Context: an optimization exercise on an open-source flow, tuned for small area. The choices shown serve that exercise and are no tape-out recipe. The RTL was checked by simulation tests, not by an equivalence proof against the original design. Power figures rest on the tool's default switching activity, not on a simulated workload.

==> harbor: inputs <==
==> flow/design.v (excerpt) <==
module miniplant_bridge #(
  parameter [15:0]  ANALOG_BASE    = 16'd0,
  parameter [15:0]  INFLAG_BASE    = 16'd0,
  parameter [15:0]  OUTFLAG_BASE   = 16'd8,
  parameter [15:0]  OUTFLAG2_BASE  = 16'd16,
  parameter [15:0]  OVERRIDE_COIL  = 16'd100,
  parameter [15:0]  ACT_BASE       = 16'd8,
  parameter integer ACT_COUNT      = 14,    
  parameter integer RX_DEPTH       = 32,    
  parameter integer RX_AW          = 5,
  parameter integer BACKOFF_CYCLES = 16     
) (
  input  wire         clk,
  input  wire         rst,
  input  wire         rx_valid,
  input  wire [7:0]   rx_data,
  output wire         tx_valid,
  output wire [7:0]   tx_data,
  input  wire         tx_ready,
  input  wire         ser_link_ok,
  input  wire         plc_link_ok,
  output wire         plc_req_valid,
  input  wire         plc_req_ready,
  output reg  [7:0]   plc_req_fc,
  output reg  [15:0]  plc_req_addr,
  output reg  [4:0]   plc_req_cnt,
  output reg  [79:0]  plc_req_wdata,
  input  wire         plc_rsp_valid,
  input  wire         plc_rsp_ok,
  input  wire [1:0]   plc_rsp_cause,
  input  wire [15:0]  plc_rsp_rdata,
  input  wire         shutdown_req,
  input  wire [63:0]  wallclock,
  output wire         pst_valid,
  output wire [151:0] pst_data,
  output wire         log_valid,
  output wire [31:0]  log_word,
  output wire         ser_close,
  output wire         plc_close,
  output wire [3:0]   fsm_state,
  output wire         rx_overflow_o
);
  ...
Settings: LEC_CHECK=0, ABC_AREA=1, CAP_MARGIN=20, CORE_MARGIN=2, CORE_UTILIZATION=60, PLACE_DENSITY=0.7, SLEW_MARGIN=20; clock period 6.0 ns.
standard.sh (not shown) runs the stock make flow with config.mk's settings and CLKGATE_MAP_FILE= SYNTH_SCRIPT=/design/flow/synth_recipe.tcl, a recipe that flattens the netlist after the stock synthesis.
==> flow/flow/run.sh <==
#!/bin/bash
# The standard layout (standard.sh), with these changes to how it is made:
# the port buffers use the smallest buffer cell (every port still gets one),
# the constant outputs share one tie cell, and the clock tree is built
# from smaller clock buffers.
export BUFFER_PORTS_ARGS="-buffer_cell sky130_fd_sc_hd__buf_1"
export SKIP_REPAIR_TIE_FANOUT=1
export CTS_ARGS="-sink_clustering_enable -repair_clock_nets -sink_clustering_size 20 -sink_clustering_max_diameter 50 -buf_list sky130_fd_sc_hd__clkbuf_8 -root_buf sky130_fd_sc_hd__clkbuf_16 -dont_use_dummy_load"
bash standard.sh > standard.log 2>&1
==> inputs of willow, as changes to harbor <==
--- a/flow/design.v
+++ b/flow/design.v
@@ -164,19 +164,16 @@
   reg        shutdown;
   reg        rx_overflow;
   reg [63:0] frm;
   reg        ovr;
   reg [13:0] act;           
   reg [3:0]  cnt;           
   reg [63:0] wc_q;          
-  reg [1:0]  lnk_q;         
-  reg [1:0]  cause_q;       
-  reg [2:0]  op_q;          
-  reg        pst_valid_q;
-  reg        log_valid_q;
+  reg [1:0]  aux_q;         
+  reg [3:0]  prv;           
   wire       bad_start = frm[0];
   wire       bad_csum  = frm[1];
   wire [7:0] level1    = frm[9:2];      
   wire [7:0] level2    = frm[17:10];    
   wire [7:0] tds       = frm[25:18];
   wire [7:0] flow      = frm[33:26];
   wire [7:0] pressure  = frm[41:34];
@@ -204,62 +201,54 @@
   wire       csum_ok  = !bad_csum;
   wire is_plc_state = (st == S_WR_ANALOG)   || (st == S_RD_OVERRIDE)  ||
                       (st == S_WR_INFLAGS)  || (st == S_WR_OUTFLAGS)  ||
                       (st == S_WR_OUTFLAGS2)|| (st == S_RD_ACTUATORS);
   assign plc_req_valid = is_plc_state && !pend && !rst;
   wire req_fire = plc_req_valid && plc_req_ready;
   wire rsp_fire = is_plc_state && pend && plc_rsp_valid;
-  reg [2:0] cur_op;
   always @(*) begin
     plc_req_fc    = 8'h00;
     plc_req_addr  = 16'h0000;
     plc_req_cnt   = 5'd0;
     plc_req_wdata = 80'd0;
-    cur_op        = 3'd0;
     case (st)
       S_WR_ANALOG: begin
         plc_req_fc    = FC_WRITE_REGS;
         plc_req_addr  = ANALOG_BASE;
         plc_req_cnt   = 5'd5;
         plc_req_wdata = {8'h00, pressure, 8'h00, flow, 8'h00, tds,
                          8'h00, level2, 8'h00, level1};
-        cur_op        = 3'd0;
       end
       S_RD_OVERRIDE: begin
         plc_req_fc    = FC_READ_COILS;
         plc_req_addr  = OVERRIDE_COIL;
         plc_req_cnt   = 5'd1;
-        cur_op        = 3'd4;
       end
       S_WR_INFLAGS: begin
         plc_req_fc    = FC_WRITE_COILS;
         plc_req_addr  = INFLAG_BASE;
         plc_req_cnt   = 5'd8;
         plc_req_wdata = {72'd0, inF};
-        cur_op        = 3'd1;
       end
       S_WR_OUTFLAGS: begin
         plc_req_fc    = FC_WRITE_COILS;
         plc_req_addr  = OUTFLAG_BASE;
         plc_req_cnt   = 5'd8;
         plc_req_wdata = {72'd0, outF};
-        cur_op        = 3'd2;
       end
       S_WR_OUTFLAGS2: begin
         plc_req_fc    = FC_WRITE_COILS;
         plc_req_addr  = OUTFLAG2_BASE;
         plc_req_cnt   = 5'd6;
         plc_req_wdata = {74'd0, outF2};
-        cur_op        = 3'd3;
       end
       S_RD_ACTUATORS: begin
         plc_req_fc    = FC_READ_COILS;
         plc_req_addr  = ACT_BASE;
         plc_req_cnt   = ACT_COUNT[4:0];
-        cur_op        = 3'd5;
       end
       default: ;
     endcase
   end
   wire [1:0] txn = ovr ? 2'd3 : 2'd1;
   reg  [7:0] tx_byte;
   always @(*) begin
@@ -275,37 +264,50 @@
   assign tx_valid = (st == S_SEND_REPLY) && tx_more && !rst;
   assign tx_data  = tx_byte;
   wire   tx_fire  = tx_valid && tx_ready;
   assign ser_close     = (st == S_TEARDOWN) && !rst;
   assign plc_close     = (st == S_TEARDOWN) && !rst;
   assign fsm_state     = st;
   assign rx_overflow_o = rx_overflow;
-  assign pst_valid     = pst_valid_q && !rst;
-  assign log_valid     = log_valid_q && !rst;
+  wire   log_evt = ((st == S_FAILED)  && (prv == S_INIT))   ||   
+                   ((st == S_AWAIT)   && (prv == S_DECODE)) ||   
+                   ((st == S_BACKOFF) && (prv != S_BACKOFF));    
+  assign pst_valid     = (st == S_AWAIT) && (prv == S_PERSIST) && !rst;
+  assign log_valid     = log_evt && !rst;
+  reg [2:0] gw_op;
+  always @(*) begin
+    case (prv)
+      S_RD_OVERRIDE:  gw_op = 3'd4;
+      S_WR_INFLAGS:   gw_op = 3'd1;
+      S_WR_OUTFLAGS:  gw_op = 3'd2;
+      S_WR_OUTFLAGS2: gw_op = 3'd3;
+      S_RD_ACTUATORS: gw_op = 3'd5;
+      default:        gw_op = 3'd0;    
+    endcase
+  end
   wire [7:0] applied0 = ovr ? act[7:0]  : outF;
   wire [7:0] applied1 = {2'b00, ovr ? act[13:8] : outF2};
   assign pst_data = {wc_q, applied1, applied0, {7'd0, ovr},
                      {2'b00, outF2}, outF, inF,
                      pressure, flow, tds, level2, level1};
   wire lg_start = (st == S_FAILED);
   wire lg_gw    = (st == S_BACKOFF);
   wire lg_bad   = !lg_start && !lg_gw && !start_ok;
   wire lg_csum  = !lg_start && !lg_gw && start_ok;
   assign log_word[3:0]   = lg_start ? 4'h5 : lg_gw ? 4'h4 : lg_bad ? 4'h2 : 4'h3;
-  assign log_word[7:4]   = lg_gw ? {1'b0, op_q} : 4'hF;
-  assign log_word[9:8]   = lg_gw ? cause_q : 2'd0;
+  assign log_word[7:4]   = lg_gw ? {1'b0, gw_op} : 4'hF;
+  assign log_word[9:8]   = lg_gw ? aux_q : 2'd0;
   assign log_word[15:10] = 6'd0;
-  assign log_word[23:16] = lg_start ? {6'd0, lnk_q} :
+  assign log_word[23:16] = lg_start ? {6'd0, aux_q} :
                            lg_gw    ? 8'h00 : level1;
   assign log_word[31:24] = lg_csum ? level2 : 8'h00;
   always @(posedge clk) begin
     wc_q    <= wallclock;
-    lnk_q   <= {!plc_link_ok, !ser_link_ok};
-    cause_q <= plc_rsp_cause;
-    op_q    <= cur_op;
+    aux_q   <= (st == S_INIT) ? {!plc_link_ok, !ser_link_ok} : plc_rsp_cause;
+    prv     <= st;
     if (rx_pop)
       frm <= rx_head;
     if (st == S_RD_ACTUATORS)
       act <= plc_rsp_rdata[13:0];
     if (st == S_RD_OVERRIDE)
       ovr <= plc_rsp_rdata[0];
     if (st == S_SEND_REPLY) begin
@@ -316,54 +318,47 @@
     else
       cnt <= 4'd0;
     if (rst) begin
       st          <= S_INIT;
       pend        <= 1'b0;
       shutdown    <= 1'b0;
       rx_overflow <= 1'b0;
-      pst_valid_q <= 1'b0;
-      log_valid_q <= 1'b0;
     end else begin
-      pst_valid_q <= 1'b0;
-      log_valid_q <= 1'b0;
       if (shutdown_req)
         shutdown <= 1'b1;
       if (rx_ovf_evt)
         rx_overflow <= 1'b1;
       if (req_fire)
         pend <= 1'b1;
       case (st)
         S_INIT: begin
           if (ser_link_ok && plc_link_ok) begin
             st <= S_AWAIT;
           end else begin
-            log_valid_q <= 1'b1;
             st          <= S_FAILED;
           end
         end
         S_AWAIT: begin
           if (shutdown)
             st <= S_TEARDOWN;
           else if (frame_ready)
             st <= S_DECODE;
         end
         S_DECODE: begin
           if (!start_ok || !csum_ok) begin
-            log_valid_q <= 1'b1;
             st          <= S_AWAIT;
           end else begin
             st          <= S_WR_ANALOG;
           end
         end
         S_WR_ANALOG, S_RD_OVERRIDE, S_WR_INFLAGS,
         S_WR_OUTFLAGS, S_WR_OUTFLAGS2, S_RD_ACTUATORS: begin
           if (rsp_fire) begin
             pend <= 1'b0;
             if (!plc_rsp_ok) begin
-              log_valid_q <= 1'b1;
               st          <= S_BACKOFF;
             end else begin
               case (st)
                 S_WR_ANALOG:    st <= S_RD_OVERRIDE;
                 S_RD_OVERRIDE:  st <= plc_rsp_rdata[0] ? S_RD_ACTUATORS
                                                        : S_WR_INFLAGS;
                 S_WR_INFLAGS:   st <= S_WR_OUTFLAGS;
@@ -375,15 +370,14 @@
           end
         end
         S_SEND_REPLY: begin
           if (!tx_more)
             st <= S_PERSIST;
         end
         S_PERSIST: begin
-          pst_valid_q <= 1'b1;
           st          <= S_AWAIT;
         end
         S_BACKOFF: begin
           if (cnt == BACKOFF_CYCLES - 1)
             st <= S_AWAIT;
         end
         S_TEARDOWN: st <= S_HALTED;
==> flow/config.mk (replaced) <==
export PLATFORM = sky130hd
export DESIGN_NAME = miniplant_bridge
export DESIGN_NICKNAME = miniplant_bridge
export VERILOG_FILES = /design/flow/design.v
export SDC_FILE = /design/flow/constraint.sdc
export NUM_CORES = 4
export LEC_CHECK = 0
export ABC_AREA = 1
export CAP_MARGIN = 20
export CORE_MARGIN = 2
export CORE_UTILIZATION = 75
export PLACE_DENSITY = 0.85
export SLEW_MARGIN = 20
==> comparison table <==
                                                                                  harbor                    willow
Result of the run                                                          finished clean           failed layout checks
Violated checks                                                                         -             antenna rules
Net count of the finished layout                                                     1926                      1925
Average wire length per cell after detail routing                                 16.7 um                   19.4 um
Compound-Gate Fraction of Synth Area                                                6.33%                     6.20%
Mapped Nets                                                                          1661                      1672
Fraction of synthesized cell area taken by the top area cell type                   31.7%                     31.8%
Critical path type                                                 flip-flop to flip-flop  flip-flop to output port
Dpl cell area                                                                0.0158 sq mm              0.0157 sq mm
Critical path destination                                          u_rxq.r2[54]$_DFFE_PP_              log_word[28]
Reported clock group power                                                        1390 uW                   1360 uW
Fraction of the yosys area taken by sequential cells                                61.4%                     61.3%
Number of clock buffers in the layout                                                  36                        34
Post-detail-place hpwl                                                            24.7 mm                   28.0 mm
GRT met3 Usage                                                                      4.31%                     9.93%
Hold Path Origin                                                     u_rxq.r0[49]$_DFF_P_      u_rxq.r0[52]$_DFF_P_
Global-route met1 utilization                                                       37.9%                     49.1%
DP Worst Slack                                                                    1.95 ns                   2.26 ns
Adder and majority cell fraction of the synthesized area                           0.421%                    0.253%
Critical-path cell with the highest stage delay                                     inv_4                   dfxtp_1
Residual antenna-violating net count after detailed routing                             0                         1
Number of sequential storage elements                                                 378                       375
Maximum number of pins on one net before global-route repair                           74                        80
Share of the cycle needed by the critical path after routing                        66.9%                     64.9%
Worst hold path endpoint                                                frm[49]$_DFFE_PN_         frm[52]$_DFFE_PP_

[static timing again, ports no longer ideal]
Ports are ideal in the flow. The routed layouts listed here were re-timed in OpenROAD. Step 1 (the two cells are an assumption about what drives the block):
set clk [get_ports {clk}]
set_driving_cell -lib_cell sky130_fd_sc_hd__clkbuf_16 $clk
set_driving_cell -lib_cell sky130_fd_sc_hd__buf_2 [delete_from_list [all_inputs] $clk]
Step 2 moves the port delays by t, midway between the first and last clock arrival at a register: inputs arrive t later, outputs are due t later. That takes back most of the time a late clock gives input paths. Slacks: no drivers / after step 1 / after step 2; pairs: no drivers / after step 1.
run	t, ns	slack for setup (ns)	slew at the worst register clock pin (ns)	cell pins on the clock port's net
harbor	0.522	1.983 / 1.983 / 1.983	0.11 / 0.11	1
willow	0.522	2.105 / 2.059 / 2.188	0.11 / 0.11	1
